This design comes from an exercise in tuning for small area, a short achievable clock period and few clock cycles on the open sky130 flow, not from production work. Where RTL was checked, it was by simulation tests only, not by an equivalence proof against the original. No functional check of the RTL was part of runs 1, 2 and 5 to 8. No activity file was given, so power comes from the tool's default toggle rates.

[constraint.sdc]
create_clock -name core_clock -period 20.0 [get_ports {clk}]
set_input_delay 4.0000 -clock core_clock [delete_from_list [all_inputs] [get_ports {clk}]]
set_output_delay 4.0000 -clock core_clock [all_outputs]
set_load 0.01 [all_outputs]
[design.v]
module nr_vadd (
    input  wire        clk,
    input  wire        rst,         
    input  wire        in_valid,
    input  wire [31:0] in_a,
    input  wire [31:0] in_b,
    output wire        in_ready,
    output reg         out_valid,
    output reg  [31:0] out_sum,
    input  wire        out_ready
);
    reg         v0, v1, v2, vk;
    reg         rdy;            
    reg         adv;            
    reg  [31:0] skid;
    assign in_ready = rdy;
    wire        ia_h  = |in_a[30:23];
    wire        ib_h  = |in_b[30:23];
    wire [7:0]  ia_ee = {in_a[30:24], in_a[23] | ~ia_h};
    wire [7:0]  ib_ee = {in_b[30:24], in_b[23] | ~ib_h};
    reg  [32:0] ra, rb;
    reg         bige;                       
    always @(posedge clk) if (adv) begin
        ra   <= {in_a[31], ia_ee, ia_h, in_a[22:0]};
        rb   <= {in_b[31], ib_ee, ib_h, in_b[22:0]};
        bige <= ib_ee > ia_ee;
    end
    wire [7:0]  a_ee = ra[31:24];
    wire [7:0]  b_ee = rb[31:24];
    wire        a_h  = ra[23];
    wire        b_h  = rb[23];
    wire        a_emax = &a_ee;
    wire        b_emax = &b_ee;
    wire        a_fz = ~|ra[22:0];
    wire        b_fz = ~|rb[22:0];
    wire        a_nan = a_emax & ~a_fz;
    wire        b_nan = b_emax & ~b_fz;
    wire        a_inf = a_emax & a_fz;
    wire        b_inf = b_emax & b_fz;
    wire        sub   = ra[32] ^ rb[32];
    wire        s_nan = a_nan | b_nan | (a_inf & b_inf & sub);
    wire        s_inf = a_inf | b_inf;
    wire [23:0] a_m  = {a_h, ra[22:0]};
    wire [23:0] b_m  = {b_h, rb[22:0]};
    wire [23:0] x_m  = bige ? b_m : a_m;
    wire [23:0] y_m  = bige ? a_m : b_m;
    wire [7:0]  x_ee = bige ? b_ee : a_ee;
    wire [7:0]  y_ee = bige ? a_ee : b_ee;
    wire [7:0]  d    = x_ee - y_ee;
    wire [4:0]  sh   = d[4:0];
    wire        big  = |d[7:5];                 
    wire        neg  = sub & (a_ee == b_ee) & (b_m > a_m);
    wire        x_s  = (bige | neg) ? rb[32] : ra[32];
    wire [26:0] t0 = {y_m, 3'd0};
    wire [26:0] t1 = sh[4] ? {16'd0, t0[26:16]} : t0;
    wire        k1 = sh[4] & (|t0[15:0]);
    wire [26:0] t2 = sh[3] ? {8'd0, t1[26:8]} : t1;
    wire        k2 = sh[3] & (|t1[7:0]);
    wire [26:0] t3 = sh[2] ? {4'd0, t2[26:4]} : t2;
    wire        k3 = sh[2] & (|t2[3:0]);
    wire [26:0] t4 = sh[1] ? {2'd0, t3[26:2]} : t3;
    wire        k4 = sh[1] & (|t3[1:0]);
    wire [26:0] t5 = sh[0] ? {1'd0, t4[26:1]} : t4;
    wire        k5 = sh[0] & t4[0];
    wire [26:0] y_al = big ? {26'd0, |y_m} : {t5[26:1], t5[0] | k1 | k2 | k3 | k4 | k5};
    reg         p_s, p_zs, p_sub, p_neg, p_invb, p_nan, p_inf;
    reg  [7:0]  p_e;
    reg  [23:0] p_x;
    reg  [26:0] p_y;
    always @(posedge clk) if (adv) begin
        p_s   <= x_s;
        p_zs  <= ra[32] & rb[32];
        p_sub <= sub;
        p_neg <= neg;
        p_invb <= sub & ~neg;
        p_nan <= s_nan;
        p_inf <= s_inf;
        p_e   <= x_ee;
        p_x   <= x_m ^ {24{neg}};
        p_y   <= y_al;
    end
    wire [27:0] ad_a = {p_neg, p_x, {3{p_neg}}};
    wire [27:0] ad_b = {1'b0, p_y} ^ {28{p_invb}};
    wire [27:0] mag  = ad_a + ad_b + {27'd0, p_sub};
    wire [27:0] lim  = (p_e > 8'd27) ? 28'd0 : (28'h8000000 >> p_e);
    wire [31:0] lzin = {mag | lim, 4'b1111};
    wire [15:0] z1v; wire [15:0] z1c;
    wire [7:0]  z2v; wire [15:0] z2c;
    wire [3:0]  z3v; wire [11:0] z3c;
    wire [1:0]  z4v; wire [7:0]  z4c;
    genvar g;
    generate
        for (g = 0; g < 16; g = g + 1) begin : lz1
            assign z1v[g] = lzin[2*g+1] | lzin[2*g];
            assign z1c[g] = ~lzin[2*g+1];
        end
        for (g = 0; g < 8; g = g + 1) begin : lz2
            assign z2v[g] = z1v[2*g+1] | z1v[2*g];
            assign z2c[2*g+1:2*g] = z1v[2*g+1] ? {1'b0, z1c[2*g+1]} : {1'b1, z1c[2*g]};
        end
        for (g = 0; g < 4; g = g + 1) begin : lz3
            assign z3v[g] = z2v[2*g+1] | z2v[2*g];
            assign z3c[3*g+2:3*g] = z2v[2*g+1] ? {1'b0, z2c[4*g+3:4*g+2]} : {1'b1, z2c[4*g+1:4*g]};
        end
        for (g = 0; g < 2; g = g + 1) begin : lz4
            assign z4v[g] = z3v[2*g+1] | z3v[2*g];
            assign z4c[4*g+3:4*g] = z3v[2*g+1] ? {1'b0, z3c[6*g+5:6*g+3]} : {1'b1, z3c[6*g+2:6*g]};
        end
    endgenerate
    wire [4:0]  lz = z4v[1] ? {1'b0, z4c[7:4]} : {1'b1, z4c[3:0]};
    reg         q_s, q_zs, q_nan, q_inf;
    reg  [7:0]  q_e;
    reg  [27:0] q_m;
    reg  [4:0]  q_lz;
    always @(posedge clk) if (adv) begin
        q_s   <= p_s;
        q_zs  <= p_zs;
        q_nan <= p_nan;
        q_inf <= p_inf;
        q_e   <= p_e;
        q_m   <= mag;
        q_lz  <= lz;
    end
    wire [27:0] sl = q_m << q_lz;
    wire [26:0] nm = {sl[27:2], sl[1] | (sl[0] & ~|q_lz)};
    wire [8:0]  ne = {1'b0, q_e} + 9'd1 - {4'd0, q_lz};
    wire        r_up = nm[2] & (nm[1] | nm[0] | nm[3]);
    wire [30:0] pk   = {(nm[26] ? ne[7:0] : 8'd0), nm[25:3]};
    reg  [30:0] ones;
    integer m, n;
    always @(*) begin
        ones = pk;
        for (m = 1; m < 32; m = m * 2)
            for (n = 30; n >= m; n = n - 1)
                ones[n] = ones[n] & ones[n-m];
    end
    wire [30:0] rnd  = pk ^ ({ones[29:0], 1'b1} & {31{r_up}});
    wire        ovf  = ne[8] | (ne[7:0] == 8'hFF);
    wire        zero = ~|q_m;
    reg  [31:0] res;
    always @(*) begin
        if (q_nan)
            res = 32'h7FC00000;
        else if (q_inf | ovf)
            res = {q_s, 8'hFF, 23'd0};
        else
            res = {zero ? q_zs : q_s, rnd};
    end
    wire        push = adv & v2;
    always @(posedge clk) begin
        if (!vk) skid <= res;
        if (out_ready | ~out_valid) out_sum <= vk ? skid : res;
    end
    always @(posedge clk) begin
        if (rst) begin
            v0 <= 1'b0; v1 <= 1'b0; v2 <= 1'b0; vk <= 1'b0;
            rdy <= 1'b0; adv <= 1'b1; out_valid <= 1'b0;
        end else begin
            if (adv) begin
                v0 <= in_valid & rdy;
                v1 <= v0;
                v2 <= v1;
            end
            if (vk) begin
                if (out_ready) begin vk <= 1'b0; rdy <= 1'b1; adv <= 1'b1; end
            end else if (push & out_valid & ~out_ready) begin
                vk <= 1'b1; rdy <= 1'b0; adv <= 1'b0;
            end else begin
                rdy <= 1'b1;
            end
            out_valid <= vk | push | (out_valid & ~out_ready);
        end
    end
endmodule
[standard.sh]
#!/bin/bash
# synth_recipe.tcl (not shown) runs the flow's synth.tcl, then flattens the netlist and writes it again
# the make line also repeats each setting of config.mk as NAME=value (left out here)
make -C /OpenROAD-flow-scripts/flow DESIGN_CONFIG=/design/flow/config.mk WORK_HOME=/design/flow/orfs CLKGATE_MAP_FILE= SYNTH_SCRIPT=/design/flow/synth_recipe.tcl "${@:-finish}"
[flow/run.sh]
#!/bin/bash
set -euo pipefail
export BUFFER_PORTS_ARGS="-buffer_cell sky130_fd_sc_hd__buf_2"
bash standard.sh finish > flow_make.log 2>&1
[config.mk]
export PLATFORM = sky130hd
export DESIGN_NAME = nr_vadd
export DESIGN_NICKNAME = nr_vadd
export VERILOG_FILES = /design/flow/design.v
export SDC_FILE = /design/flow/constraint.sdc
export NUM_CORES = 4
export LEC_CHECK = 0
export CAP_MARGIN = 60
export CORE_MARGIN = 2
export CORE_UTILIZATION = 40
export PLACE_DENSITY = 0.6
export SLEW_MARGIN = 60
==> results_dict.tcl, run 1 <==
set metrics [dict create \
    critPathCaptureType "flop" \
    core-area_sq_um 42000 \
    rr_worst_depth 17 \
    drv_cap 0 \
    cts_buffers 28 \
    worst_hold_path_type "reg2reg" \
    netlist_top_cells_area "edfxtp_1 37%, ha_1 5.3%, mux2i_1 5.1%, dfxtp_1 4.6%, xor2_1 3.7%" \
    yosysSeqAreaShare_pct 41.5 \
    synth_area_per_cell_sq_um 10.2 \
    grt_setup_unrepaired "false" \
    dp_hpwl_um 34100 \
    r2r_slack_ps 15180 \
    fin_tns_setup_ps 0 \
    max_slew.worst_pin.slew_ps 591 \
    grt_first_pass_wirelength_um 70000 \
    power_frac_clock_pct 21.0 \
    finalCritPeriodShare_pct 27.9 \
    irDropWorstVdd_mv 0.0697 \
    htreeDepth 1 \
    die-area_sq_um 44400 \
    rows 75 \
    grt-ovfl-total 0 \
    synthTopCellsByCount "210 x edfxtp_1, 122 x nand2_1, 99 x nor2_1" \
    die_h_um 211 \
    portBuffers 101 \
    clock_latency_ps 560 \
    cts-resized-gates 0 \
    grt_pass1_vias 13100 \
    wl_um 43400 \
    drive_gt1_share_pct 15.2 \
    clk_pin_slew_ps 60 \
    seqCellArea_sq_um 7090 \
    ys_types 88 \
    critPathArrivalTime_ps 5890 \
    drcViolationCount 0 \
    grt_max_degree 72 \
    synth.top_cell.area_share_pct 36.9 \
    dp.cells 2258 \
    initial_core_util_pct 40.7 \
    seq_power_share_pct 31.8 \
    drt-initial-drc-count 830 \
    synth_fp_nets 1813 \
    insertedDiodeCount 0 \
    cts_setup_buffers 0 \
    ys_warn_count 1 \
    ant_nets 0 \
    path_max_fanout 3 \
    clock-skew-final_ps 15.5 \
    critical_path_class "in2reg" \
    synthCells 1670 \
    nNetsFinal 1894 \
    setup_ws_ps 14420 \
    yosys.area.top_type "edfxtp_1" \
    ios 102 \
    synth_edf_count 210 \
    finalNonFillerCells 2312 \
    min_period_ps 5580 \
    cts.sinks 249 \
    multi_input_comb_area_sq_um 9490 \
    intPower_uw 1510 \
    crit_path_end "bige" \
    cts_tree "built" \
    p_switching_uw 943 \
    synthFlopType "edfxtp_1" \
    drv_slew 0 \
    place_ws_ps 13820 \
    async_reset_ff_share_pct 0 \
    first_pass_iters 6 \
    status "no timing/DRC/antenna violations" \
    root_buffer "clkbuf_16" \
    switching_share_pct 38.5 \
    worstPathRequired_ps 20310 \
    slew_headroom_pct 60.3 \
    setup_violations 0 \
    nFillCells 3970 \
    hold_buffers 0 \
    netlist_area_sq_um 17100 \
    wl_per_cell_um 18.8 \
    antenna_found_initial 0 \
    power.static_leakage_uw 0.00762 \
    worstSetupStartpoint "in_a[28]" \
    fmax_mhz 179 \
    dr_total_vias 13400 \
    area_growth_pct 12.6 \
    p_comb_share_pct 47.2 \
    vias_per_cell 5.79 \
    worst_setup_path_start_kind "primary input" \
    die_w_um 211 \
    globalplace.congestion 0.961 \
    timing.rr.start "p_invb" \
    yosys_register_bits 249 \
    synth.most_common_cell "edfxtp_1" \
    track_usage_pct 19.6 \
    hold_viol_final 0 \
    r2r-end "q_lz[1]" \
    p_per_area_nw_per_um2 127 \
    clk_path_buf_depth 3 \
]
## per-layer routing
metal	global-route usage, %	wire length (um)	up-vias
met1	24.6	18600	6404
met5	0	0	-
met2	34.1	21400	294
met4	8.69	1990	0
li1	-	-	6591
met3	2.27	1440	109
## registers in the layout (all words and copies together) (netlist names), 5 cells and up
| name | count |
|---|---|
| p_y | 27 |
| ra | 33 |
| rb | 33 |
| skid | 32 |
| q_lz | 5 |
| q_e | 8 |
| q_m | 28 |
| p_e | 8 |
| out_sum | 32 |
| p_x | 24 |
## cell type report
cell class,instances,area share [%]
clock buffer,39,3.97
inverter,77,1.51
sequential,249,36.8
clock inverter,13,0.800
timing repair buffer,133,4.04
multi-input combinational,1262,49.3
tap,539,3.50
## kinds of logic (layout without fill, tap and decap cells)
kind of cell / after synthesis / count (layout) / share of synthesized area (%)
AOI/OAI and AO/OA: 407 / 407 / 16.1
buffers and inverters: 159 / 262 / 3.79
and+or+nand+nor: 533 / 533 / 16.2
DFF: 249 / 249 / 41.5
xor gates and xnor gates: 97 / 97 / 4.97
muxes: 148 / 148 / 11.7
adders and majority gates: 77 / 77 / 5.74
## critical path, stage by stage
cell and delay (ps):
buf_2 110, nor4_1 490, nand2_1 130, nand2b_1 130
ha_1 150, nor2b_1 40, o21a_1 160, o21ai_0 140
nand2b_1 70, a21oi_1 140, nor2_1 50, a211oi_1 210
a21oi_1 60
## per-stage QoR
stage	area [sq um]	power [uW]	hold WS, ps	utilization [%]
finish	19200	2450	418	45.8
global route	19200	2620	430	45.8
CTS	19200	2460	418	45.7
detailed placement	18300	1940	407	43.5
global placement	18100	1910	404	43.0
floorplan	17100	1630	400	-
## worst min path at each step
stage                from  endpoint  depth (start not counted)  slack, ps
floorplan           p_inf     q_inf                          0        400
global placement     p_zs      q_zs                          0        400
detailed placement   p_zs      q_zs                          0        410
CTS                  p_zs      q_zs                          0        420
global route        p_nan     q_nan                          0        430
finish               p_zs      q_zs                          0        420
## power groups by stage
stage	logic, uW	clock network, uW	registers, uW
final	1160	514	780
after global routing	1280	545	795
after CTS	1150	527	781
after detailed placement	1150	0	791
after global placement	1130	0	789
after floorplan	851	0	781
## layout by cell type, fill, tap and decap left out, drive strengths merged, types with 21 or more instances in the layout
| cell type | instances |
|---|---|
| a211oi | 50 |
| a21oi | 93 |
| and2 | 21 |
| buf | 130 |
| clkbuf | 41 |
| dfxtp | 39 |
| edfxtp | 210 |
| ha | 72 |
| inv | 78 |
| mux2 | 27 |
| mux2i | 87 |
| mux4 | 34 |
| nand2 | 122 |
| nand2b | 24 |
| nand3 | 44 |
| nand4 | 25 |
| nor2 | 99 |
| nor2b | 27 |
| nor3 | 57 |
| nor4 | 41 |
| o21ai | 75 |
| xnor2 | 25 |
| xor2 | 72 |
==> run 2, diff against run 1 <==
--- a/design.v
+++ b/design.v
@@ -133,4 +133,5 @@
         for (m = 1; m < 32; m = m * 2)
-            for (n = 30; n >= m; n = n - 1)
-                ones[n] = ones[n] & ones[n-m];
+            for (n = 0; n < 31; n = n + 1)
+                if (n & m)
+                    ones[n] = ones[n] & ones[(n & ~(m - 1)) - 1];
     end
==> run 2 against run 1 <==
  * Clock-buffer cell count is 1 lower
  * Global-route usage is 0.58 points lower
  * Critical endpoint unchanged
  * Largest cell class unchanged
  * Synthesized cell count is 3.9% lower
  * Synthesized area is 4.2% lower
  * Combinational power is 4% lower
  * Critical path type unchanged
  * Flip-flop and latch count stayed put
==> results_dict.tcl, run 2 <==
set metrics [dict create \
    synthCells 1605 \
    first_pass_iters 5 \
    wl_um 40500 \
    globalplace.congestion 0.965 \
    grt_first_pass_wirelength_um 64500 \
    setup_violations 0 \
    vias_per_cell 5.61 \
    slew_headroom_pct 60.8 \
    ant_nets 0 \
    synthFlopType "edfxtp_1" \
    drcViolationCount 0 \
    critPathArrivalTime_ps 5660 \
    path_delay_family "compound AO/OA/AOI/OAI gates" \
    post-route-util_pct 45.8 \
    ys_warn_count 1 \
    synth_edf_count 210 \
    cts_buffers 28 \
    clk_path_buf_depth 3 \
    path_max_fanout 3 \
    drive_gt1_share_pct 15.2 \
    area_growth_pct 13.6 \
    cts_tree "built" \
    largestRegisters "ra x33, rb x33" \
    worst-path-buf-inv 1 \
    worstPathRequired_ps 20300 \
    wl_per_cell_um 18.1 \
    crit_slowest_cell "nor4_1" \
    antenna_found_initial 0 \
    power.static_leakage_uw 0.00735 \
    htreeDepth 1 \
    clock-skew-final_ps 15.7 \
    nNetsFinal 1830 \
    synth_area_per_cell_sq_um 10.2 \
    dr_total_vias 12600 \
    yosys.area.top_type "edfxtp_1" \
    synthTopCellsByCount "210 x edfxtp_1, 137 x nand2_1, 105 x nor2_1" \
    drv_cap 0 \
    cts-resized-gates 0 \
    worstPathCellList "buf_2, nor4_1, nand2_1, nand2b_1, ha_1, nor2b_1, o21a_1, o21ai_0, nand2b_1, a21oi_1, nor2_1, a211oi_1, a21oi_1" \
    worst_setup_path_start_kind "primary input" \
    p_per_area_nw_per_um2 130 \
    layout_commonest_cell "edfxtp_1" \
    die_h_um 206 \
    die_w_um 206 \
    cts_setup_buffers 0 \
    clk_pin_slew_ps 60 \
    ys_types 89 \
    max_slew.worst_pin.slew_ps 572 \
    finalCritPeriodShare_pct 26.8 \
    drv_slew 0 \
    critPathCaptureType "flop" \
    final_cell_mix "210 x edfxtp_1, 135 x nand2_1, 104 x nor2_1" \
    netlist_top_cells_area "edfxtp_1 38%, ha_1 5.5%, dfxtp_1 4.8%, mux2i_1 4.6%, mux4_2 3.6%" \
    grt-ovfl-total 0 \
    drt-initial-drc-count 755 \
    synth.top_cell.area_share_pct 38.5 \
    track_usage_pct 19.0 \
    portBuffers 101 \
    grt_pass1_vias 12200 \
    grt_setup_unrepaired "false" \
    root_buffer "clkbuf_16" \
    slowest_delay_ps 290 \
    critical_path_class "in2reg" \
    dp_hpwl_um 31700 \
    die-area_sq_um 42600 \
    grt_max_degree 79 \
    irDropWorstVdd_mv 0.0729 \
    hold_buffers 0 \
    core-area_sq_um 40600 \
    ios 102 \
    yosys_register_bits 249 \
    netlist_area_sq_um 16400 \
    status "no timing/DRC/antenna violations" \
    synth.most_common_cell "edfxtp_1" \
    synth_fp_nets 1748 \
    hold_viol_final 0 \
    async_reset_ff_share_pct 0 \
    yosysSeqAreaShare_pct 43.3 \
    initial_core_util_pct 40.3 \
    clock_latency_ps 550 \
    worst_hold_path_type "reg2reg" \
    fin_tns_setup_ps 0 \
    cts.sinks 249 \
    fmax_mhz 186 \
    min_period_ps 5370 \
    rows 74 \
    insertedDiodeCount 0 \
]
[run 2: cell count changes after synthesis, moves of 11 or more]
cell      change
xor2_1       -16
nand2_1      +15
a211oi_1     -18
xnor2_1      +30
mux2i_1      -11
mux4_1       -13
nor3_1       -19
[run 2: logic make-up (layout without fill, tap and decap cells)]
logic type,Yosys count,after routing,share of synthesized area [%]
flops,249,249,43.3
simple gates,514,514,15.8
fa+ha+maj,77,77,5.99
buf+inv,146,248,3.55
compound gates,385,385,15.7
mux,123,123,9.75
xor+xnor,111,111,5.93
[run 2: where the power goes]
group	switching (uW)	internal [uW]
combinational	642	465
clock	198	318
sequential	73.2	713
total	913	1500
[run 2: layout make-up]
| class | count | area, sq um |
|---|---|---|
| sequential | 249 | 7090 |
| fill | 3807 | 22000 |
| timing repair buffer | 129 | 790 |
| clock buffer | 38 | 841 |
| clock inverter | 12 | 120 |
| inverter | 69 | 260 |
| multi-input combinational | 1210 | 8840 |
| tap | 532 | 666 |
[run 2: per-layer routing]
metal  GRT usage, %  share of wire, %
met1           23.6                43
met2           34.2                50
met3           2.05               3.5
met4           6.48               3.4
met5              0                 0
[run 2: worst paths after layout]
check                start       to  slack (ps)  cells past startpoint
hold reg to reg       p_zs     q_zs         420                      0
hold / removal        p_zs     q_zs         420                      0
setup / recovery  in_a[26]     bige       14630                     13
setup reg to reg    p_invb  q_lz[0]       15370                     14
[run 2: stage by stage]
stage | worst slack [ps] | instance area (sq um) | power, uW | hold WS [ps] | cells
final | 14630 | 18600 | 2410 | 422 | 2239
after detailed placement | 14060 | 17600 | 1900 | 411 | 2188
after global routing | 14350 | 18600 | 2570 | 435 | 2239
after floorplan | 14390 | 16400 | 1610 | 400 | 1605
after CTS | 14650 | 18600 | 2430 | 426 | 2238
after global placement | 14070 | 17400 | 1870 | 407 | 2178
==> run 3, diff against run 2 <==
--- a/design.v
+++ b/design.v
@@ -25,3 +25,3 @@
         rb   <= {in_b[31], ib_ee, ib_h, in_b[22:0]};
-        bige <= ib_ee > ia_ee;
+        bige <= in_b[30:23] > in_a[30:23];
     end
@@ -51,3 +51,3 @@
     wire        big  = |d[7:5];                 
-    wire        neg  = sub & (a_ee == b_ee) & (b_m > a_m);
+    wire        neg  = sub & ~bige & (a_ee == b_ee) & (b_m > a_m);
     wire        x_s  = (bige | neg) ? rb[32] : ra[32];
--- a/config.mk
+++ b/config.mk
@@ -10,2 +10,4 @@
 export CORE_UTILIZATION = 40
+export CTS_CLUSTER_DIAMETER = 150
+export CTS_CLUSTER_SIZE = 30
 export PLACE_DENSITY = 0.6
==> run 3 against run 2 <==
  * Routed wire length increased by 2.3%
  * Non-clock buffer count is 3 higher
  * Synthesized area up 1.4%
  * Flip-flop and latch count stayed put
  * Worst setup slack better by 290 ps
  * Hold slack better by 13 ps
  * Sequential share of layout area up 0.69 points
==> results_dict.tcl, run 3 <==
set metrics [dict create \
    status "no timing/DRC/antenna violations" \
    largestRegisters "ra x33, rb x33" \
    yosys.area.top_type "edfxtp_1" \
    synth_area_per_cell_sq_um 10.4 \
    first_pass_iters 8 \
    dr_total_vias 12600 \
    wl_um 41400 \
    die_h_um 208 \
    cts_buffers 12 \
    grt_first_pass_wirelength_um 66400 \
    nFillCells 3898 \
    irDropWorstVdd_mv 0.0740 \
    p_per_area_nw_per_um2 122 \
    setup_violations 0 \
    netlist_top_cells_area "edfxtp_1 38%, ha_1 5.4%, dfxtp_1 4.7%, mux2i_1 4.0%, xnor2_1 3.5%" \
    slew_headroom_pct 61.0 \
    fin_hold_ws_ps 435 \
    crit_slowest_cell "edfxtp_1" \
    final_cell_mix "210 x edfxtp_1, 101 x nand2_1, 101 x buf_2" \
    netlist_area_sq_um 16600 \
    globalplace.congestion 0.903 \
    worst-path-buf-inv 1 \
    ant_nets 0 \
    p_switching_uw 893 \
    max_slew.worst_pin.slew_ps 579 \
    rows 74 \
    initial_core_util_pct 40.6 \
    synth_fp_nets 1740 \
    synth.most_common_cell "edfxtp_1" \
    clk_path_buf_depth 3 \
    async_reset_ff_share_pct 0 \
    clock_latency_ps 520 \
    clk_pin_slew_ps 110 \
    htreeDepth 1 \
    r2r_slack_ps 15410 \
    min_period_ps 5070 \
    dp_hpwl_um 32600 \
    path_delay_family "flip-flops" \
    wl_per_cell_um 18.8 \
    yosysSeqAreaShare_pct 42.7 \
    cts_setup_buffers 0 \
    die_w_um 208 \
    cts-resized-gates 0 \
    antenna_found_initial 0 \
    vias_per_cell 5.74 \
    worstPathCellList "buf_2" \
    cts_tree "built" \
    power_frac_clock_pct 12.6 \
    synthCells 1597 \
    core-area_sq_um 40900 \
    ys_types 78 \
    cts.sinks 249 \
    grt_max_degree 63 \
    drv_slew 0 \
    ys_warn_count 1 \
    worst_hold_path_type "reg2reg" \
    finalPower_uw 2240 \
    worst_setup_path_start_kind "flop" \
    nNetsFinal 1804 \
    area_growth_pct 10.1 \
    insertedDiodeCount 0 \
    hold_viol_final 0 \
    intPower_uw 1340 \
    synthFlopType "edfxtp_1" \
    drive_gt1_share_pct 15.1 \
    drcViolationCount 0 \
    path_max_fanout 1 \
    grt_setup_unrepaired "false" \
    drv_cap 0 \
    worstSetupStartpoint "out_sum[23]" \
    track_usage_pct 18.8 \
    power.static_leakage_uw 0.00707 \
    dp.cells 2176 \
    worstPathRequired_ps 16000 \
    fin_tns_setup_ps 0 \
    grt-ovfl-total 0 \
    die-area_sq_um 43200 \
    finalNonFillerCells 2198 \
    root_buffer "clkbuf_16" \
    synth.top_cell.area_share_pct 38.0 \
    critPathArrivalTime_ps 1070 \
    p_comb_share_pct 52.3 \
    finalCritPeriodShare_pct 25.4 \
    critical_path_class "reg2out" \
    critPathCaptureType "output port" \
    synthTopCellsByCount "210 x edfxtp_1, 103 x nand2_1, 97 x a21oi_1" \
    hold_buffers 0 \
    seq_power_share_pct 35.1 \
    timing.rr.start "p_invb" \
    post-route-util_pct 44.7 \
    drt-initial-drc-count 737 \
    grt_pass1_vias 12300 \
    synth_edf_count 210 \
    slowest_delay_ps 430 \
    ios 102 \
    hold_start "p_s" \
    clock-skew-final_ps 35.8 \
    switching_share_pct 40.0 \
    fmax_mhz 197 \
    portBuffers 101 \
    layout_commonest_cell "edfxtp_1" \
    yosys_register_bits 249 \
]
[run 3: cell count changes after synthesis, moves of 11 or more]
cell,before,now
mux2_2,19,32
nand2_1,137,103
nor2_1,105,93
nor3_1,36,49
xnor2_1,55,66
[run 3: logic make-up (layout without fill, tap and decap cells)]
| family | count (synthesis) | after routing | share of synthesized area [%] |
|---|---|---|---|
| buffers and inverters | 145 | 214 | 3.44 |
| adders and majority gates | 75 | 75 | 5.79 |
| muxes | 130 | 130 | 10.6 |
| AOI/OAI and AO/OA | 397 | 397 | 16.1 |
| and+or+nand+nor | 484 | 484 | 15.1 |
| DFF | 249 | 249 | 42.7 |
| xor gates and xnor gates | 117 | 117 | 6.17 |
[run 3: worst paths after layout]
check / end / cells past startpoint
min: q_s / 0
max reg2reg: q_lz[0] / 13
min reg2reg: q_s / 0
max: out_sum[23] / 1
[run 3: power by group through the flow]
stage                     clock network (uW)  logic, uW  registers, uW
final                                    282       1170            784
after global routing                     310       1290            798
after CTS                                292       1160            786
after detailed placement                   0       1160            797
after global placement                     0       1140            800
after floorplan                            0        862            782
[run 3: routing by layer]
| metal | share of wire [%] | global-route usage, % | up-vias |
|---|---|---|---|
| met2 | 50 | 33.2 | 260 |
| li1 | - | - | 6232 |
| met3 | 2.7 | 1.63 | 75 |
| met4 | 4.0 | 7.14 | 0 |
| met1 | 43 | 24.1 | 6041 |
| met5 | 0 | 0 | - |
[run 3: cell type report]
type	count	area, sq um	share of cell area, %
well taps	532	666	3.64
flip-flops and latches	249	7090	38.8
repair buffers	132	785	4.29
inverters	63	236	1.29
clock buffers	17	340	1.86
clock inverters	2	23.8	0.130
multi-input cells	1203	9140	50.0
[run 3: per-stage QoR]
stage | setup WS, ps | instance area [sq um]
final | 14930 | 18300
after global routing | 14870 | 18300
after detailed placement | 14640 | 17800
after CTS | 14900 | 18200
after global placement | 14660 | 17600
after floorplan | 14870 | 16600
Testbench counts of run 3, summed over its fixed seeds: cycles 16,024.
==> run 4, diff against run 3 <==
--- a/config.mk
+++ b/config.mk
@@ -10,4 +10,2 @@
 export CORE_UTILIZATION = 40
-export CTS_CLUSTER_DIAMETER = 150
-export CTS_CLUSTER_SIZE = 30
 export PLACE_DENSITY = 0.6
==> run 4 against run 3 <==
  * Flip-flop and latch count unchanged
  * Still clean
  * Clock skew decreased by 22 ps
  * Combinational power about the same
  * Global-route usage increased by 0.14 points
==> results_dict.tcl, run 4 <==
set metrics [dict create \
    grt_max_degree 63 \
    intPower_uw 1500 \
    cts.sinks 249 \
    status "no timing/DRC/antenna violations" \
    cts-resized-gates 0 \
    dp.cells 2176 \
    fmax_mhz 195 \
    synthFlopType "edfxtp_1" \
    worstPathRequired_ps 16000 \
    globalplace.congestion 0.903 \
    r2r_slack_ps 15460 \
    path_max_fanout 1 \
    netlist_top_cells_area "edfxtp_1 38%, ha_1 5.4%, dfxtp_1 4.7%, mux2i_1 4.0%, xnor2_1 3.5%" \
    portBuffers 101 \
    htreeDepth 1 \
    drt-initial-drc-count 739 \
    clk_path_buf_depth 3 \
    first_pass_iters 5 \
    critical_path_class "reg2out" \
    finalPower_uw 2430 \
    p_per_area_nw_per_um2 130 \
    worst-path-buf-inv 1 \
    track_usage_pct 19.0 \
    power_frac_clock_pct 19.7 \
    nNetsFinal 1819 \
    vias_per_cell 5.73 \
    synth_fp_nets 1740 \
    die_h_um 208 \
    max_slew.worst_pin.slew_ps 573 \
    initial_core_util_pct 40.6 \
    dr_total_vias 12800 \
    synth.most_common_cell "edfxtp_1" \
    hold_viol_final 0 \
    die_w_um 208 \
    cts_buffers 27 \
    wl_um 41600 \
    p_comb_share_pct 48.0 \
    clk_pin_slew_ps 60 \
    core-area_sq_um 40900 \
    yosys.area.top_type "edfxtp_1" \
    slew_headroom_pct 61.4 \
    async_reset_ff_share_pct 0 \
    rows 74 \
    grt-ovfl-total 0 \
    clock-skew-final_ps 14.1 \
    insertedDiodeCount 0 \
    synth_edf_count 210 \
    finalCritPeriodShare_pct 25.6 \
    antenna_found_initial 0 \
    setup_violations 0 \
    root_buffer "clkbuf_16" \
    die-area_sq_um 43200 \
    hold_buffers 0 \
    switching_share_pct 38.3 \
    worst_setup_path_start_kind "flop" \
    finalNonFillerCells 2227 \
    drv_cap 0 \
    ios 102 \
    netlist_area_sq_um 16600 \
    grt_first_pass_wirelength_um 67100 \
    largestRegisters "ra x33, rb x33" \
    yosysSeqAreaShare_pct 42.7 \
    fin_tns_setup_ps 0 \
    path_delay_family "flip-flops" \
    clock_latency_ps 550 \
    drcViolationCount 0 \
    seq_power_share_pct 32.3 \
    critPathArrivalTime_ps 1120 \
    p_switching_uw 932 \
    cts_tree "built" \
    crit_slowest_cell "edfxtp_1" \
    synthTopCellsByCount "210 x edfxtp_1, 103 x nand2_1, 97 x a21oi_1" \
    ys_warn_count 1 \
    cts_setup_buffers 0 \
    synth.top_cell.area_share_pct 38.0 \
    worstPathCellList "buf_2" \
    irDropWorstVdd_mv 0.0665 \
    worst_hold_path_type "reg2reg" \
    ant_nets 0 \
    ys_types 78 \
    synth_area_per_cell_sq_um 10.4 \
    final_cell_mix "210 x edfxtp_1, 101 x nand2_1, 101 x buf_2" \
    slowest_delay_ps 410 \
    grt_pass1_vias 12500 \
    area_growth_pct 13.1 \
    grt_setup_unrepaired "false" \
    dp_hpwl_um 32600 \
    min_period_ps 5120 \
    synthCells 1597 \
    wl_per_cell_um 18.7 \
    critPathCaptureType "output port" \
    drive_gt1_share_pct 16.4 \
    layout_commonest_cell "edfxtp_1" \
    power.static_leakage_uw 0.00732 \
    yosys_register_bits 249 \
    drv_slew 0 \
]
==> run 4: cell types whose count changed in the layout (fill, tap and decap cells not counted), sizes merged <==
cell / change
bufinv: +2
clkbuf: +17
clkinv: +10
==> run 4: worst register-to-register path: cells and delay by family (launching register included) <==
kind | cells | cell delay, ps
AOI/OAI and AO/OA | 2 | 560
adders and majority gates | 1 | 450
buffers and inverters | 1 | 260
xor gates and xnor gates | 2 | 430
DFF | 1 | 350
and+or+nand+nor | 7 | 2210
==> run 4: worst paths after layout <==
check,startpoint,to,cells past startpoint
worst max-delay path,out_sum[23],out_sum[23],1
worst min register to register,p_s,q_s,0
worst min-delay path,p_s,q_s,0
worst max register to register,p_invb,q_lz[0],13
==> run 4: area by class of cell <==
| class | instances | area, sq um |
|---|---|---|
| fillers | 3854 | 22100 |
| multi-input cells | 1203 | 9140 |
| flip-flops and latches | 249 | 7090 |
| repair buffers | 132 | 785 |
| clock buffers | 34 | 723 |
| well taps | 532 | 666 |
| inverters | 63 | 236 |
| clock inverters | 14 | 140 |
==> run 4: cell families after synthesis <==
kind of cell,Yosys count,share of synthesized area (%)
and+or+nand+nor,484,15.1
AOI/OAI and AO/OA,397,16.1
xor gates and xnor gates,117,6.17
buffers and inverters,145,3.44
muxes,130,10.6
DFF,249,42.7
adders and majority gates,75,5.79
==> run 4: metal layers <==
layer | share of wire (%) | vias to the layer above | track usage [%] | wire [um]
li1 | - | 6290 | - | -
met3 | 2.9 | 89 | 1.89 | 1230
met2 | 50 | 281 | 33.3 | 20800
met1 | 43 | 6099 | 24.0 | 17900
met4 | 4.1 | 0 | 7.87 | 1720
met5 | 0 | - | 0 | 0
==> run 4: through the flow <==
step                      utilization [%]  setup slack, ps  instance area (sq um)  hold WS [ps]
after floorplan                         -            14870                  16600           400
after global placement               43.1            14660                  17600           403
after detailed placement             43.6            14640                  17800           414
after CTS                            45.7            14850                  18700           428
after global routing                 45.9            14840                  18800           438
final                                45.9            14880                  18800           422
==> run 4: power by group through the flow <==
stage          sequential [uW]  combinational, uW  clock [uW]
6_report                   786               1170         480
5_1_grt                    799               1280         515
4_1_cts                    787               1160         494
3_5_place_dp               797               1160           0
3_3_place_gp               800               1140           0
2_1_floorplan              782                862           0
==> run 5, diff against run 4 <==
--- a/design.v
+++ b/design.v
@@ -65,3 +65,3 @@
     wire [26:0] y_al = big ? {26'd0, |y_m} : {t5[26:1], t5[0] | k1 | k2 | k3 | k4 | k5};
-    reg         p_s, p_zs, p_sub, p_neg, p_invb, p_nan, p_inf;
+    reg         p_s, p_zs, p_sub, p_neg, p_invb, p_nan, p_inf;    
     reg  [7:0]  p_e;
@@ -79,7 +79,25 @@
         p_x   <= x_m ^ {24{neg}};
-        p_y   <= y_al;
+        p_y   <= y_al ^ {27{sub & ~neg}};
     end
     wire [27:0] ad_a = {p_neg, p_x, {3{p_neg}}};
-    wire [27:0] ad_b = {1'b0, p_y} ^ {28{p_invb}};
-    wire [27:0] mag  = ad_a + ad_b + {27'd0, p_sub};
+    wire [27:0] ad_b = {p_invb, p_y};
+    wire [27:0] ad_p = ad_a ^ ad_b;
+    reg  [27:0] cg, cp;
+    integer l, j;
+    always @(*) begin
+        cg = ad_a & ad_b;
+        cp = ad_p;
+        cg[0] = cg[0] | (cp[0] & p_sub);
+        for (l = 1; l < 32; l = l * 2)
+            for (j = 2*l - 1; j < 28; j = j + 2*l) begin
+                cg[j] = cg[j] | (cp[j] & cg[j-l]);
+                cp[j] = cp[j] & cp[j-l];
+            end
+        for (l = 8; l >= 1; l = l / 2)
+            for (j = 3*l - 1; j < 28; j = j + 2*l) begin
+                cg[j] = cg[j] | (cp[j] & cg[j-l]);
+                cp[j] = cp[j] & cp[j-l];
+            end
+    end
+    wire [27:0] mag = ad_p ^ {cg[26:0], p_sub};
     wire [27:0] lim  = (p_e > 8'd27) ? 28'd0 : (28'h8000000 >> p_e);
--- a/config.mk
+++ b/config.mk
@@ -10,2 +10,4 @@
 export CORE_UTILIZATION = 40
+export CTS_CLUSTER_DIAMETER = 120
+export CTS_CLUSTER_SIZE = 24
 export PLACE_DENSITY = 0.6
==> run 5 against run 4 <==
  * Design area is 3.8% lower
  * Sequential power about the same
  * Combinational power shrank 9%
  * Die area shrank 1.7%
  * Clock skew is 3.8 ps higher
  * Final cell count down 3.4%
  * Hold slack improved by 5.1 ps
  * Routed wire length down 1.9%
  * Total power down 10%
  * Synthesized cell count decreased by 3.1%
  * Largest cell class unchanged
  * First-iteration DRC count increased by 11%
  * Largest power group unchanged
==> results_dict.tcl, run 5 <==
set metrics [dict create \
    synthAdderAreaFrac_pct 7.46 \
    yosysSeqAreaShare_pct 43.4 \
    power.static_leakage_uw 0.00707 \
    track_usage_pct 19.4 \
    synthCells 1548 \
    fin_hold_ws_ps 427 \
    synth_area_per_cell_sq_um 10.5 \
    netlist_top_cells_area "edfxtp_1 39%, ha_1 5.4%, mux2i_1 5.3%, dfxtp_1 4.8%, xor2_1 3.3%" \
    worstPathCellList "inv_1, fa_1, inv_1, fa_1, a21o_1, a21o_1, a21o_1, nand2_1, o21ai_0, o31ai_1, o21bai_1, fa_1, xor2_1, nor4_1, o21a_1, o31a_1, o41ai_1, a31oi_1, o21ai_0, o21ai_0, a211oi_1" \
    synth_fp_nets 1702 \
    slowest_delay_ps 480 \
    synth_edf_count 210 \
    ios 102 \
    yosys_register_bits 249 \
    root_buffer "clkbuf_16" \
    nNetsFinal 1774 \
    htreeDepth 1 \
    critPathArrivalTime_ps 5540 \
    clock-skew-final_ps 17.9 \
    path_delay_family "compound AO/OA/AOI/OAI gates" \
    irDropWorstVdd_mv 0.0762 \
    synthXorXnorAreaFrac_pct 4.99 \
    holdPathStages 0 \
    p_per_area_nw_per_um2 121 \
    finalNonFillerCells 2152 \
    nFillCells 3815 \
    switching_share_pct 39.8 \
    cts_setup_buffers 0 \
    ys_types 86 \
    die_h_um 206 \
    vias_per_cell 5.69 \
    clk_pin_slew_ps 90 \
    clk_path_buf_depth 3 \
    finalCritPeriodShare_pct 26.0 \
    path_max_fanout 4 \
    grt-ovfl-total 0 \
    die_w_um 206 \
    area_growth_pct 10.8 \
    finalPower_uw 2180 \
    p_comb_share_pct 49.0 \
    dp.cells 2122 \
    intPower_uw 1310 \
    worstPathRequired_ps 20330 \
    setup_violations 0 \
    netlist_area_sq_um 16300 \
    seq_power_share_pct 36.1 \
    wl_per_cell_um 19.0 \
    first_pass_iters 7 \
    drv_cap 0 \
    final_cell_mix "210 x edfxtp_1, 120 x nand2_1, 108 x nor2_1" \
    cts_tree "built" \
    core-area_sq_um 40000 \
    drv_slew 0 \
    path_depth 21 \
    synth_compound_area_share_pct 14.2 \
    critical_path_class "reg2reg" \
    worst-path-buf-inv 2 \
    slew_headroom_pct 62.4 \
    clock_latency_ps 520 \
    layout_commonest_cell "edfxtp_1" \
    grt_pass1_vias 11900 \
    max_slew.worst_pin.slew_ps 553 \
    grt_first_pass_wirelength_um 65600 \
    synth.top_cell.area_share_pct 38.7 \
    async_reset_ff_share_pct 0 \
    cts_buffers 14 \
    synth.most_common_cell "edfxtp_1" \
    dp_hpwl_um 31500 \
    drive_gt1_share_pct 15.1 \
    hold_viol_final 0 \
    synthSimpleGateAreaFrac_pct 15.3 \
    antenna_found_initial 0 \
    insertedDiodeCount 0 \
    synth_top_family_by_area "simple AND/OR/NAND/NOR gates" \
    min_period_ps 5210 \
    grt_setup_unrepaired "false" \
    initial_core_util_pct 40.8 \
    largestRegisters "ra x33, rb x33" \
    status "no timing/DRC/antenna violations" \
    synthTopCellsByCount "210 x edfxtp_1, 120 x nand2_1, 111 x nor2_1" \
    fin_tns_setup_ps 0 \
    drt-initial-drc-count 820 \
    synthFlopType "edfxtp_1" \
    power_frac_clock_pct 14.9 \
    grt_max_degree 83 \
    critPathCaptureType "flop" \
    cts.sinks 249 \
    rr_worst_depth 21 \
    ys_warn_count 1 \
    yosys.area.top_type "edfxtp_1" \
    dr_total_vias 12200 \
    crit_slowest_cell "edfxtp_1" \
    worst_hold_path_type "reg2reg" \
    ant_nets 0 \
    rows 73 \
    p_switching_uw 867 \
    wl_um 40800 \
    synthMuxAreaShare_pct 10.7 \
    fmax_mhz 192 \
    worst_setup_path_start_kind "flop" \
    die-area_sq_um 42400 \
    portBuffers 101 \
    globalplace.congestion 0.925 \
    hold_buffers 0 \
    drcViolationCount 0 \
    cts-resized-gates 0 \
]
[run 5: worst reg2reg max path, cell delays in order, from the launching register on]
cell and delay, ps:
edfxtp_1 480, inv_1 160, fa_1 180, inv_1 50, fa_1 380, a21o_1 200, a21o_1 210, a21o_1 200
nand2_1 110, o21ai_0 150, o31ai_1 480, o21bai_1 180, fa_1 430, xor2_1 320, nor4_1 100, o21a_1 150
o31a_1 120, o41ai_1 440, a31oi_1 150, o21ai_0 160, o21ai_0 120, a211oi_1 260
[run 5: power by group through the flow]
stage | Combinational (uW) | Clock (uW) | Sequential (uW)
after floorplan | 773 | 0 | 788
after global placement | 1030 | 0 | 800
after detailed placement | 1050 | 0 | 803
after CTS | 1050 | 336 | 792
after global routing | 1180 | 353 | 804
final | 1070 | 325 | 788
[run 5: cell type report]
| cell class | instances | area [sq um] | share of cell area, % |
|---|---|---|---|
| Inverter | 79 | 297 | 1.64 |
| Clock buffer | 20 | 404 | 2.24 |
| Tap cell | 525 | 657 | 3.63 |
| Sequential cell | 249 | 7090 | 39.2 |
| Clock inverter | 3 | 41.3 | 0.228 |
| Multi-Input combinational cell | 1142 | 8760 | 48.5 |
| Timing Repair Buffer | 134 | 822 | 4.55 |
[run 5: worst paths after layout]
path / slack, ps / to / startpoint
max: 14790 / q_lz[0] / p_neg
min: 430 / q_s / p_s
max reg2reg: 14790 / q_lz[0] / p_neg
min reg2reg: 430 / q_s / p_s
[run 5: cells by family (layout without fill, tap and decap cells)]
group           Yosys count  count (layout)
xor+xnor                 93              93
buf+inv                 157             236
fa+ha+maj                88              88
compound gates          335             335
mux                     136             136
simple gates            490             490
flops                   249             249
[run 5: metal layers]
metal	GRT usage (%)	wire [um]	vias up	share of wire [%]
met5	0	0	-	0
met4	5.51	1010	0	2.5
met3	2.05	1450	60	3.5
met2	33.7	20300	266	50
met1	25.7	18000	5901	44
li1	-	-	6018	-
[run 5: through the flow]
| step | worst slack, ps | utilization [%] | area (sq um) |
|---|---|---|---|
| after floorplan | 14800 | - | 16300 |
| after global placement | 14700 | 43.3 | 17300 |
| after detailed placement | 14680 | 43.7 | 17500 |
| after CTS | 14810 | 44.8 | 17900 |
| after global routing | 14410 | 45.2 | 18100 |
| final | 14790 | 45.2 | 18100 |
==> run 6, diff against run 5 <==
--- a/design.v
+++ b/design.v
@@ -41,3 +41,2 @@
     wire        s_nan = a_nan | b_nan | (a_inf & b_inf & sub);
-    wire        s_inf = a_inf | b_inf;
     wire [23:0] a_m  = {a_h, ra[22:0]};
@@ -65,3 +64,3 @@
     wire [26:0] y_al = big ? {26'd0, |y_m} : {t5[26:1], t5[0] | k1 | k2 | k3 | k4 | k5};
-    reg         p_s, p_zs, p_sub, p_neg, p_invb, p_nan, p_inf;    
+    reg         p_s, p_sub, p_neg, p_nan;    
     reg  [7:0]  p_e;
@@ -71,8 +70,5 @@
         p_s   <= x_s;
-        p_zs  <= ra[32] & rb[32];
         p_sub <= sub;
         p_neg <= neg;
-        p_invb <= sub & ~neg;
         p_nan <= s_nan;
-        p_inf <= s_inf;
         p_e   <= x_ee;
@@ -82,3 +78,3 @@
     wire [27:0] ad_a = {p_neg, p_x, {3{p_neg}}};
-    wire [27:0] ad_b = {p_invb, p_y};
+    wire [27:0] ad_b = {p_sub & ~p_neg, p_y};
     wire [27:0] ad_p = ad_a ^ ad_b;
@@ -128,3 +124,3 @@
     wire [4:0]  lz = z4v[1] ? {1'b0, z4c[7:4]} : {1'b1, z4c[3:0]};
-    reg         q_s, q_zs, q_nan, q_inf;
+    reg         q_s, q_zs, q_nan;
     reg  [7:0]  q_e;
@@ -134,5 +130,4 @@
         q_s   <= p_s;
-        q_zs  <= p_zs;
+        q_zs  <= p_s & ~p_sub;
         q_nan <= p_nan;
-        q_inf <= p_inf;
         q_e   <= p_e;
@@ -162,3 +157,3 @@
             res = 32'h7FC00000;
-        else if (q_inf | ovf)
+        else if ((&q_e) | ovf)           
             res = {q_s, 8'hFF, 23'd0};
--- a/config.mk
+++ b/config.mk
@@ -9,6 +9,6 @@
 export CORE_MARGIN = 2
-export CORE_UTILIZATION = 40
+export CORE_UTILIZATION = 60
 export CTS_CLUSTER_DIAMETER = 120
 export CTS_CLUSTER_SIZE = 24
-export PLACE_DENSITY = 0.6
+export PLACE_DENSITY = 0.75
 export SLEW_MARGIN = 60
==> run 6 against run 5 <==
  * Total power shrank 3.9%
  * Critical path depth grew 1
  * Global-route usage grew 6.5 points
  * Final cell count shrank 11%
  * Via count shrank 2.8%
  * Register-to-register slack lost 140 ps
  * Design area shrank 3.0%
  * Fmax shrank 2.6%
  * Sequential power shrank 0.6%
  * Largest cell class unchanged
  * Highest routed layer unchanged
==> results_dict.tcl, run 6 <==
set metrics [dict create \
    clk_path_buf_depth 3 \
    clk_pin_slew_ps 100 \
    synthCells 1496 \
    insertedDiodeCount 0 \
    grt_max_degree 75 \
    drv_cap 0 \
    ant_nets 0 \
    hold_viol_final 0 \
    ys_warn_count 1 \
    die_w_um 168 \
    yosysSeqAreaShare_pct 43.0 \
    drive_gt1_share_pct 16.0 \
    cts_tree "built" \
    timing.rr.start "p_neg" \
    yosys_register_bits 245 \
    synth_area_per_cell_sq_um 10.8 \
    nFillCells 2100 \
    stdcell_area_sq_um 17500 \
    area_growth_pct 8.22 \
    track_usage_pct 25.9 \
    setup_violations 0 \
    multi_input_comb_area_sq_um 8610 \
    globalplace.congestion 0.947 \
    portBuffers 101 \
    synthFlopType "edfxtp_1" \
    crit_path_end "q_lz[0]" \
    clock-skew-final_ps 23.2 \
    nNetsFinal 1718 \
    antenna_found_initial 0 \
    netlist_area_sq_um 16200 \
    hold_buffers 0 \
    dp_hpwl_um 28200 \
    r2r_slack_ps 14660 \
    fin_hold_ws_ps 469 \
    critical_path_class "reg2reg" \
    synthTopCellsByCount "206 x edfxtp_1, 135 x nand2_1, 93 x nor2_1" \
    cts-resized-gates 0 \
    wl_um 36600 \
    grt-ovfl-total 0 \
    fmax_mhz 187 \
    synth.top_cell.area_share_pct 38.2 \
    die_h_um 168 \
    finalPower_uw 2100 \
    ios 102 \
    synth_edf_count 206 \
    layout_commonest_cell "edfxtp_1" \
    cts_setup_buffers 0 \
    root_buffer "clkbuf_16" \
    cts.sinks 245 \
    worst_setup_path_start_kind "flop" \
    seqCellArea_sq_um 6970 \
    cts_buffers 14 \
    placed_area_sq_um 17000 \
    dr_total_vias 11900 \
    grt_setup_unrepaired "false" \
    worstSetupStartpoint "p_neg" \
    p_per_area_nw_per_um2 120 \
    min_period_ps 5340 \
    status "no timing/DRC/antenna violations" \
    slew_headroom_pct 61.8 \
    path_max_fanout 6 \
    netlist_top_cells_area "edfxtp_1 38%, ha_1 5.4%, dfxtp_1 4.8%, mux2i_1 4.6%, mux4_1 3.4%" \
    initial_core_util_pct 60.6 \
    critPathCaptureType "flop" \
    grt_pass1_vias 11500 \
    final_cell_mix "206 x edfxtp_1, 133 x nand2_1, 102 x buf_2" \
    synth_fp_nets 1650 \
    grt_first_pass_wirelength_um 59100 \
    max_slew.worst_pin.slew_ps 558 \
    yosys.area.top_type "edfxtp_1" \
    largestRegisters "ra x33, rb x33" \
    rows 60 \
    drcViolationCount 0 \
    vias_per_cell 6.22 \
    r2r-end "q_lz[0]" \
    core-area_sq_um 26700 \
    htreeDepth 1 \
    rr_worst_depth 22 \
    critPathArrivalTime_ps 5670 \
    first_pass_iters 6 \
    worstPathRequired_ps 20330 \
    worst_hold_path_type "reg2reg" \
    drv_slew 0 \
    clock_latency_ps 500 \
    ys_types 91 \
    power.static_leakage_uw 0.00696 \
    drt-initial-drc-count 964 \
    synth.most_common_cell "edfxtp_1" \
    fin_tns_setup_ps 0 \
    finalCritPeriodShare_pct 26.7 \
    wl_per_cell_um 19.1 \
    irDropWorstVdd_mv 0.0702 \
    die-area_sq_um 28300 \
    async_reset_ff_share_pct 0 \
]
## run 6: worst min path at each step
stage               startpoint  endpoint  slack [ps]  cells past startpoint
finish                     p_s       q_s         470                      0
global route               p_s       q_s         500                      0
CTS                        p_s       q_s         460                      0
detailed placement         p_s       q_s         440                      0
global placement         p_nan     q_nan         410                      0
floorplan                p_nan     q_nan         400                      0
## run 6: critical path, stage by stage, from the launching register on
cell	delay [ps]
edfxtp_1	480
inv_1	160
fa_1	180
inv_1	50
fa_1	370
a21o_1	160
a21o_1	200
a21oi_1	240
o41ai_1	160
a311oi_2	410
o211ai_1	150
a31o_2	270
a21o_1	170
nand2_1	90
nand2b_1	80
fa_1	370
xor2_1	220
nor3_1	210
nand2_1	90
or2_2	310
nor3_1	450
o221ai_1	230
o31ai_1	110
## run 6: where the power goes
group | internal, uW | leakage [uW] | total (uW) | switching, uW
clock network | 147 | 0.000210 | 309 | 163
registers | 706 | 0.00253 | 783 | 77.2
logic | 451 | 0.00421 | 1000 | 554
total | 1300 | 0.00696 | 2100 | 794
## run 6: kinds of logic (layout without fill, tap and decap cells)
kind of cell / Yosys count / after routing / share of synthesized area [%]
simple gates: 460 / 460 / 14.2
compound gates: 291 / 291 / 11.9
flops: 245 / 245 / 43.0
buf+inv: 163 / 239 / 4.69
mux: 148 / 148 / 13.2
xor+xnor: 103 / 103 / 5.57
fa+ha+maj: 86 / 86 / 7.39
## run 6: final cells by class
class | instances | share of cell area (%)
clock buffer | 23 | 2.37
inverter | 90 | 1.93
clock inverter | 1 | 0.114
timing repair buffer | 125 | 4.26
multi-input combinational | 1088 | 49.1
tap | 341 | 2.43
sequential | 245 | 39.8
## run 6: routing by layer
metal | routed length (um) | track usage (%) | up-vias
li1 | - | - | 5741
met1 | 14900 | 32.1 | 5652
met2 | 18400 | 46.2 | 416
met3 | 1610 | 2.80 | 98
met4 | 1730 | 10.9 | 0
met5 | 0 | 0 | -
## run 6: through the flow
stage	instances	utilization, %	setup slack, ps
CTS	1909	65.2	14620
global placement	1880	63.0	14360
detailed placement	1885	63.6	14240
floorplan	1496	-	14550
finish	1913	65.6	14660
global route	1913	65.6	14250
==> run 7, diff against run 6 <==
--- a/design.v
+++ b/design.v
@@ -79,21 +79,3 @@
     wire [27:0] ad_b = {p_sub & ~p_neg, p_y};
-    wire [27:0] ad_p = ad_a ^ ad_b;
-    reg  [27:0] cg, cp;
-    integer l, j;
-    always @(*) begin
-        cg = ad_a & ad_b;
-        cp = ad_p;
-        cg[0] = cg[0] | (cp[0] & p_sub);
-        for (l = 1; l < 32; l = l * 2)
-            for (j = 2*l - 1; j < 28; j = j + 2*l) begin
-                cg[j] = cg[j] | (cp[j] & cg[j-l]);
-                cp[j] = cp[j] & cp[j-l];
-            end
-        for (l = 8; l >= 1; l = l / 2)
-            for (j = 3*l - 1; j < 28; j = j + 2*l) begin
-                cg[j] = cg[j] | (cp[j] & cg[j-l]);
-                cp[j] = cp[j] & cp[j-l];
-            end
-    end
-    wire [27:0] mag = ad_p ^ {cg[26:0], p_sub};
+    wire [27:0] mag  = ad_a + ad_b + {27'd0, p_sub};
     wire [27:0] lim  = (p_e > 8'd27) ? 28'd0 : (28'h8000000 >> p_e);
--- a/config.mk
+++ b/config.mk
@@ -9,6 +9,6 @@
 export CORE_MARGIN = 2
-export CORE_UTILIZATION = 60
+export CORE_UTILIZATION = 40
 export CTS_CLUSTER_DIAMETER = 120
 export CTS_CLUSTER_SIZE = 24
-export PLACE_DENSITY = 0.75
+export PLACE_DENSITY = 0.6
 export SLEW_MARGIN = 60
==> run 7 against run 6 <==
  * Routed wire length rose by 11%
  * Global-route usage fell by 7.6 points
  * Non-clock buffer count rose by 3
  * Design area rose by 3.6%
  * Largest power group unchanged
  * Register-to-register slack improved by 410 ps
  * Sequential power barely moved
  * Highest routed layer unchanged
==> results_dict.tcl, run 7 <==
set metrics [dict create \
    status "no timing/DRC/antenna violations" \
    netlist_area_sq_um 16500 \
    hold_buffers 0 \
    finalPower_uw 2220 \
    clk_pin_slew_ps 100 \
    synthTopCellsByCount "206 x edfxtp_1, 126 x nand2_1, 108 x nor2_1" \
    portBuffers 101 \
    clock_latency_ps 510 \
    grt_setup_unrepaired "false" \
    crit_path_end "bige" \
    initial_core_util_pct 40.5 \
    intPower_uw 1330 \
    seq_power_share_pct 35.5 \
    synthCells 1631 \
    r2r_slack_ps 15070 \
    critPathCaptureType "flop" \
    p_switching_uw 886 \
    final_cell_mix "206 x edfxtp_1, 125 x nand2_1, 107 x nor2_1" \
    path_depth 11 \
    yosys_register_bits 245 \
    ys_warn_count 1 \
    path_max_fanout 3 \
    switching_share_pct 40.0 \
    p_comb_share_pct 50.8 \
    worst_hold_path_type "reg2reg" \
    crit_slowest_cell "ha_1" \
    nFillCells 3845 \
    layout_commonest_cell "edfxtp_1" \
    min_period_ps 5150 \
    synthFlopType "edfxtp_1" \
    critPathArrivalTime_ps 5430 \
    ys_types 83 \
    cts_buffers 14 \
    synth_fp_nets 1774 \
    critPathMostFrequentCell "a21oi_1" \
    synth.most_common_cell "edfxtp_1" \
    cts_setup_buffers 0 \
    area_growth_pct 9.86 \
    synth.top_cell.area_share_pct 37.4 \
    wl_per_cell_um 18.2 \
    slew_headroom_pct 57.2 \
    cts-resized-gates 0 \
    drive_gt1_share_pct 13.9 \
    dp.cells 2206 \
    max_slew.worst_pin.slew_ps 623 \
    dp_hpwl_um 31900 \
    grt_max_degree 81 \
    yosys.area.top_type "edfxtp_1" \
    core-area_sq_um 40800 \
    grt_first_pass_wirelength_um 64600 \
    worst_setup_path_start_kind "primary input" \
    path_delay_family "compound AO/OA/AOI/OAI gates" \
    drcViolationCount 0 \
    globalplace.congestion 0.967 \
    p_per_area_nw_per_um2 122 \
    finalNonFillerCells 2228 \
    power_frac_clock_pct 13.7 \
    ant_nets 0 \
    finalCritPeriodShare_pct 25.8 \
    power.static_leakage_uw 0.00712 \
    slowest_delay_ps 290 \
    die_h_um 207 \
    setup_violations 0 \
    worst-path-buf-inv 2 \
    fin_tns_setup_ps 0 \
    nNetsFinal 1834 \
    synth_area_per_cell_sq_um 10.1 \
    cts_tree "built" \
    root_buffer "clkbuf_16" \
    worstPathRequired_ps 20270 \
    vias_per_cell 5.67 \
    r2r-end "q_lz[0]" \
    drt-initial-drc-count 693 \
    clk_path_buf_depth 3 \
    wl_um 40500 \
    die-area_sq_um 43000 \
    cts.sinks 245 \
    yosysSeqAreaShare_pct 42.1 \
    critical_path_class "in2reg" \
    first_pass_iters 5 \
    hold_viol_final 0 \
    synth_edf_count 206 \
    rr_worst_depth 15 \
    dr_total_vias 12600 \
    grt-ovfl-total 0 \
    drv_cap 0 \
    fmax_mhz 194 \
    grt_pass1_vias 12100 \
    async_reset_ff_share_pct 0 \
    timing.rr.start "p_neg" \
    antenna_found_initial 0 \
    worstSetupStartpoint "in_a[24]" \
    drv_slew 0 \
    worstPathCellList "buf_2, inv_1, ha_1, nor2b_1, o21a_1, o21ai_0, nand2b_1, a21oi_1, nor2_1, a211oi_1, a21oi_1" \
    clock-skew-final_ps 20.6 \
    netlist_top_cells_area "edfxtp_1 37%, ha_1 5.4%, mux2i_1 5.2%, dfxtp_1 4.7%, xor2_1 4.2%" \
    die_w_um 207 \
    largestRegisters "ra x33, rb x33" \
    irDropWorstVdd_mv 0.0785 \
    rows 74 \
    track_usage_pct 18.3 \
    ios 102 \
    htreeDepth 1 \
    insertedDiodeCount 0 \
]
## run 7: changes by cell type after synthesis, moves of 10 or more
cell and delta:
clkbuf_1 +25, xnor2_1 -10, o21ai_0 +18, xor2_1 +27
a21oi_1 +18, a211oi_1 +13, mux2i_1 +11, fa_1 -13
nor2_1 +15, nor3_1 +20, inv_1 -21
## run 7: worst min path at each step
stage	start	slack (ps)	cells past startpoint	to
3_3_place_gp	p_nan	410	0	q_nan
6_report	p_nan	430	0	q_nan
3_5_place_dp	p_nan	410	0	q_nan
5_1_grt	p_nan	450	0	q_nan
4_1_cts	p_nan	440	0	q_nan
2_1_floorplan	p_nan	400	0	q_nan
## run 7: layout make-up
type                            instances  area, sq um  area share, %
Multi-Input combinational cell       1230         9080           50.0
Sequential cell                       245         6970           38.4
Timing Repair Buffer                  128          764           4.21
Tap cell                              532          666           3.66
Clock buffer                           19          390           2.15
Inverter                               72          270           1.49
Clock inverter                          2         22.5          0.124
## run 7: cells by family after synthesis
family	synth area share [%]
and+or+nand+nor	16.0
AOI/OAI and AO/OA	14.7
DFF	42.1
buffers and inverters	3.72
muxes	10.9
xor gates and xnor gates	6.36
adders and majority gates	6.18
## run 7: metal layers
layer,wire (um),GRT usage (%),vias to the layer above
li1,-,-,6234
met2,19800,32.0,317
met4,2050,8.57,0
met3,1390,2.09,89
met5,0,0,-
met1,17300,22.6,5993
## run 7: power groups by stage
stage	Clock [uW]	Sequential (uW)	Combinational (uW)
5_1_grt	331	802	1230
2_1_floorplan	0	784	841
3_3_place_gp	0	798	1090
3_5_place_dp	0	799	1110
4_1_cts	314	787	1120
6_report	304	786	1130
## run 7: metrics by stage
step / instance area, sq um / setup WS (ps) / utilization [%] / hold WS (ps)
2_1_floorplan: 16500 / 14550 / - / 400
3_3_place_gp: 17500 / 14310 / 42.9 / 414
3_5_place_dp: 17700 / 14330 / 43.3 / 415
4_1_cts: 18100 / 14850 / 44.3 / 439
5_1_grt: 18200 / 14610 / 44.5 / 452
6_report: 18200 / 14850 / 44.5 / 434
==> run 8, diff against run 7 <==
--- a/design.v
+++ b/design.v
@@ -20,2 +20,13 @@
     wire [7:0]  ib_ee = {in_b[30:24], in_b[23] | ~ib_h};
+    reg  [7:0]  bgt, beq;
+    integer t, u;
+    always @(*) begin
+        bgt = in_b[30:23] & ~in_a[30:23];
+        beq = ~(in_b[30:23] ^ in_a[30:23]);
+        for (t = 1; t < 8; t = t * 2)
+            for (u = 2*t - 1; u < 8; u = u + 2*t) begin
+                bgt[u] = bgt[u] | (beq[u] & bgt[u-t]);
+                beq[u] = beq[u] & beq[u-t];
+            end
+    end
     reg  [32:0] ra, rb;
@@ -25,3 +36,3 @@
         rb   <= {in_b[31], ib_ee, ib_h, in_b[22:0]};
-        bige <= in_b[30:23] > in_a[30:23];
+        bige <= bgt[7];
     end
--- a/config.mk
+++ b/config.mk
@@ -9,6 +9,6 @@
 export CORE_MARGIN = 2
-export CORE_UTILIZATION = 40
+export CORE_UTILIZATION = 60
 export CTS_CLUSTER_DIAMETER = 120
 export CTS_CLUSTER_SIZE = 24
-export PLACE_DENSITY = 0.6
+export PLACE_DENSITY = 0.75
 export SLEW_MARGIN = 60
==> run 8 against run 7 <==
  * Utilization is 22 points higher
  * Via count is 1.2% higher
  * Sequential share of layout area grew 0.29 points
  * Still clean
  * Global-route usage increased by 9.2 points
==> results_dict.tcl, run 8 <==
set metrics [dict create \
    status "no timing/DRC/antenna violations" \
    initial_core_util_pct 61.4 \
    power.static_leakage_uw 0.00706 \
    core-area_sq_um 27000 \
    worstPathCellList "buf_2, inv_1, ha_1, nand2_1, o21bai_1, a21oi_1, nor2b_1, o21ai_0, nand2b_1, a21oi_1, nor2b_1, o21ai_0, nand2b_1" \
    switching_share_pct 39.2 \
    async_reset_ff_share_pct 0 \
    fin_tns_setup_ps 0 \
    seqCellArea_sq_um 6970 \
    slew_headroom_pct 55.6 \
    nNetsFinal 1802 \
    finalCritPeriodShare_pct 25.9 \
    synthXorXnorAreaFrac_pct 5.91 \
    power_frac_clock_pct 14.4 \
    synth_top_family_by_area "compound AO/OA/AOI/OAI gates" \
    drive_gt1_share_pct 15.5 \
    ys_warn_count 1 \
    grt_pass1_vias 12300 \
    netlist_area_sq_um 16600 \
    portBuffers 101 \
    final_cell_mix "206 x edfxtp_1, 140 x nand2_1, 101 x buf_2" \
    drv_slew 0 \
    ys_types 81 \
    drcViolationCount 0 \
    synth.top_cell.area_share_pct 37.3 \
    dr_total_vias 12800 \
    root_buffer "clkbuf_16" \
    seq_power_share_pct 36.6 \
    grt-ovfl-total 0 \
    synth_fp_nets 1740 \
    multi_input_comb_area_sq_um 9140 \
    path_max_fanout 3 \
    p_switching_uw 828 \
    grtUsageMet2_pct 49.2 \
    grt_busiest_layer "met2" \
    synthMuxAreaShare_pct 12.6 \
    ios 102 \
    irDropWorstVdd_mv 0.0767 \
    wl_per_cell_um 19.6 \
    ant_nets 0 \
    slowest_delay_ps 280 \
    cts_buffers 14 \
    post-route-util_pct 66.7 \
    cts-resized-gates 0 \
    yosys_register_bits 245 \
    nFillCells 2093 \
    grt_first_pass_wirelength_um 63500 \
    intPower_uw 1280 \
    yosys.area.top_type "edfxtp_1" \
    die-area_sq_um 29000 \
    dp.cells 1984 \
    finalNonFillerCells 2009 \
    worst_hold_path_type "reg2reg" \
    synthSimpleGateAreaFrac_pct 14.8 \
    largestRegisters "ra x33, rb x33" \
    clk_pin_slew_ps 90 \
    path_delay_family "compound AO/OA/AOI/OAI gates" \
    first_pass_iters 5 \
    worst_setup_path_start_kind "primary input" \
    worst-path-buf-inv 2 \
    synthFlopType "edfxtp_1" \
    insertedDiodeCount 0 \
    clock-skew-final_ps 28.5 \
    synth_edf_count 206 \
    crit_slowest_cell "ha_1" \
    clk_path_buf_depth 3 \
    synthAdderAreaFrac_pct 5.83 \
    layout_commonest_cell "edfxtp_1" \
    grt_setup_unrepaired "false" \
    critical_path_class "in2reg" \
    rows 60 \
    wl_um 39500 \
    critPathCaptureType "flop" \
    track_usage_pct 27.5 \
    globalplace.congestion 0.985 \
    dp_hpwl_um 30700 \
    synth_compound_area_share_pct 15.0 \
    drv_cap 0 \
    min_period_ps 5180 \
    netlist_top_cells_area "edfxtp_1 37%, mux4_2 6.1%, ha_1 5.4%, dfxtp_1 4.7%, mux2i_1 4.7%" \
    fmax_mhz 193 \
    cts_setup_buffers 0 \
    die_h_um 170 \
    antenna_found_initial 0 \
    synthCells 1598 \
    critPathArrivalTime_ps 5440 \
    die_w_um 170 \
    met3_usage_pct 2.49 \
    synth.most_common_cell "edfxtp_1" \
    vias_per_cell 6.36 \
    worstPathRequired_ps 20260 \
    setup_violations 0 \
    yosysSeqAreaShare_pct 42.0 \
    cts.sinks 245 \
    grt_max_degree 73 \
    p_comb_share_pct 49.0 \
    synth_area_per_cell_sq_um 10.4 \
    hold_buffers 0 \
    area_growth_pct 8.59 \
    synthTopCellsByCount "206 x edfxtp_1, 141 x nand2_1, 93 x a21oi_1, 93 x nor2_1, 78 x mux2i_1" \
    cts_tree "built" \
    htreeDepth 1 \
    clock_latency_ps 510 \
    max_slew.worst_pin.slew_ps 660 \
    gr-usage-met1_pct 34.6 \
    hold_viol_final 0 \
    p_per_area_nw_per_um2 117 \
    drt-initial-drc-count 1230 \
]
[run 8: kinds of logic after synthesis]
group	after synthesis
buffers and inverters	158
adder cells (fa/ha/maj)	76
multiplexers	149
AND/OR/NAND/NOR	486
AO/OA/AOI/OAI	372
flip-flops	245
XOR/XNOR	112
[run 8: area by class of cell]
cell class / instances / share of cell area, %
clock inverters: 1 / 0.111
inverters: 79 / 1.67
multi-input cells: 1195 / 50.7
well taps: 341 / 2.37
clock buffers: 23 / 2.25
repair buffers: 125 / 4.21
flip-flops and latches: 245 / 38.7
[run 8: stage by stage]
stage / setup WS (ps) / hold slack, ps / instance area [sq um] / total power (uW)
floorplan: 14610 / 400 / 16600 / 1530
global placement: 14350 / 404 / 17300 / 1770
detailed placement: 14300 / 405 / 17500 / 1800
CTS: 14840 / 426 / 17900 / 2100
global route: 14620 / 437 / 18000 / 2240
finish: 14820 / 427 / 18000 / 2110
[run 8: per-layer routing]
metal / wire length [um] / up-vias
li1: - / 6161
met1: 16400 / 6095
met2: 19900 / 424
met3: 1630 / 99
met4: 1530 / 0
met5: 0 / -
[run 8: worst register-to-register path: stages, from the launching register on]
cell and delay [ps]:
edfxtp_1 560, buf_6 210, inv_4 330, ha_1 360, ha_1 300, a21o_1 150
a21oi_1 260, o21bai_1 100, a21oi_1 240, xnor2_1 130, or3_1 400, o221ai_1 450
nor3_4 140, buf_6 180, inv_1 270, o21ai_0 200
[run 8: power groups by stage]
stage	registers, uW	clock network [uW]	logic (uW)
global route	786	323	1130
floorplan	770	0	758
CTS	772	310	1020
detailed placement	783	0	1010
finish	773	304	1030
global placement	780	0	987
[run 8: final timing paths]
path | cells past startpoint | end | slack, ps | from
max | 13 | bige | 14820 | in_a[24]
min | 0 | q_nan | 430 | p_nan
max reg2reg | 15 | out_sum[16] | 15420 | q_lz[2]
min reg2reg | 0 | q_nan | 430 | p_nan

Re-timed with assumed drivers on the ports (clkbuf_16 on the clock, buf_2 on other inputs), run 8 has 14.853 ns of setup slack against 14.824 ns with ideal ports, and 14.312 ns once port delays also move by the mid clock arrival of 0.540 ns.
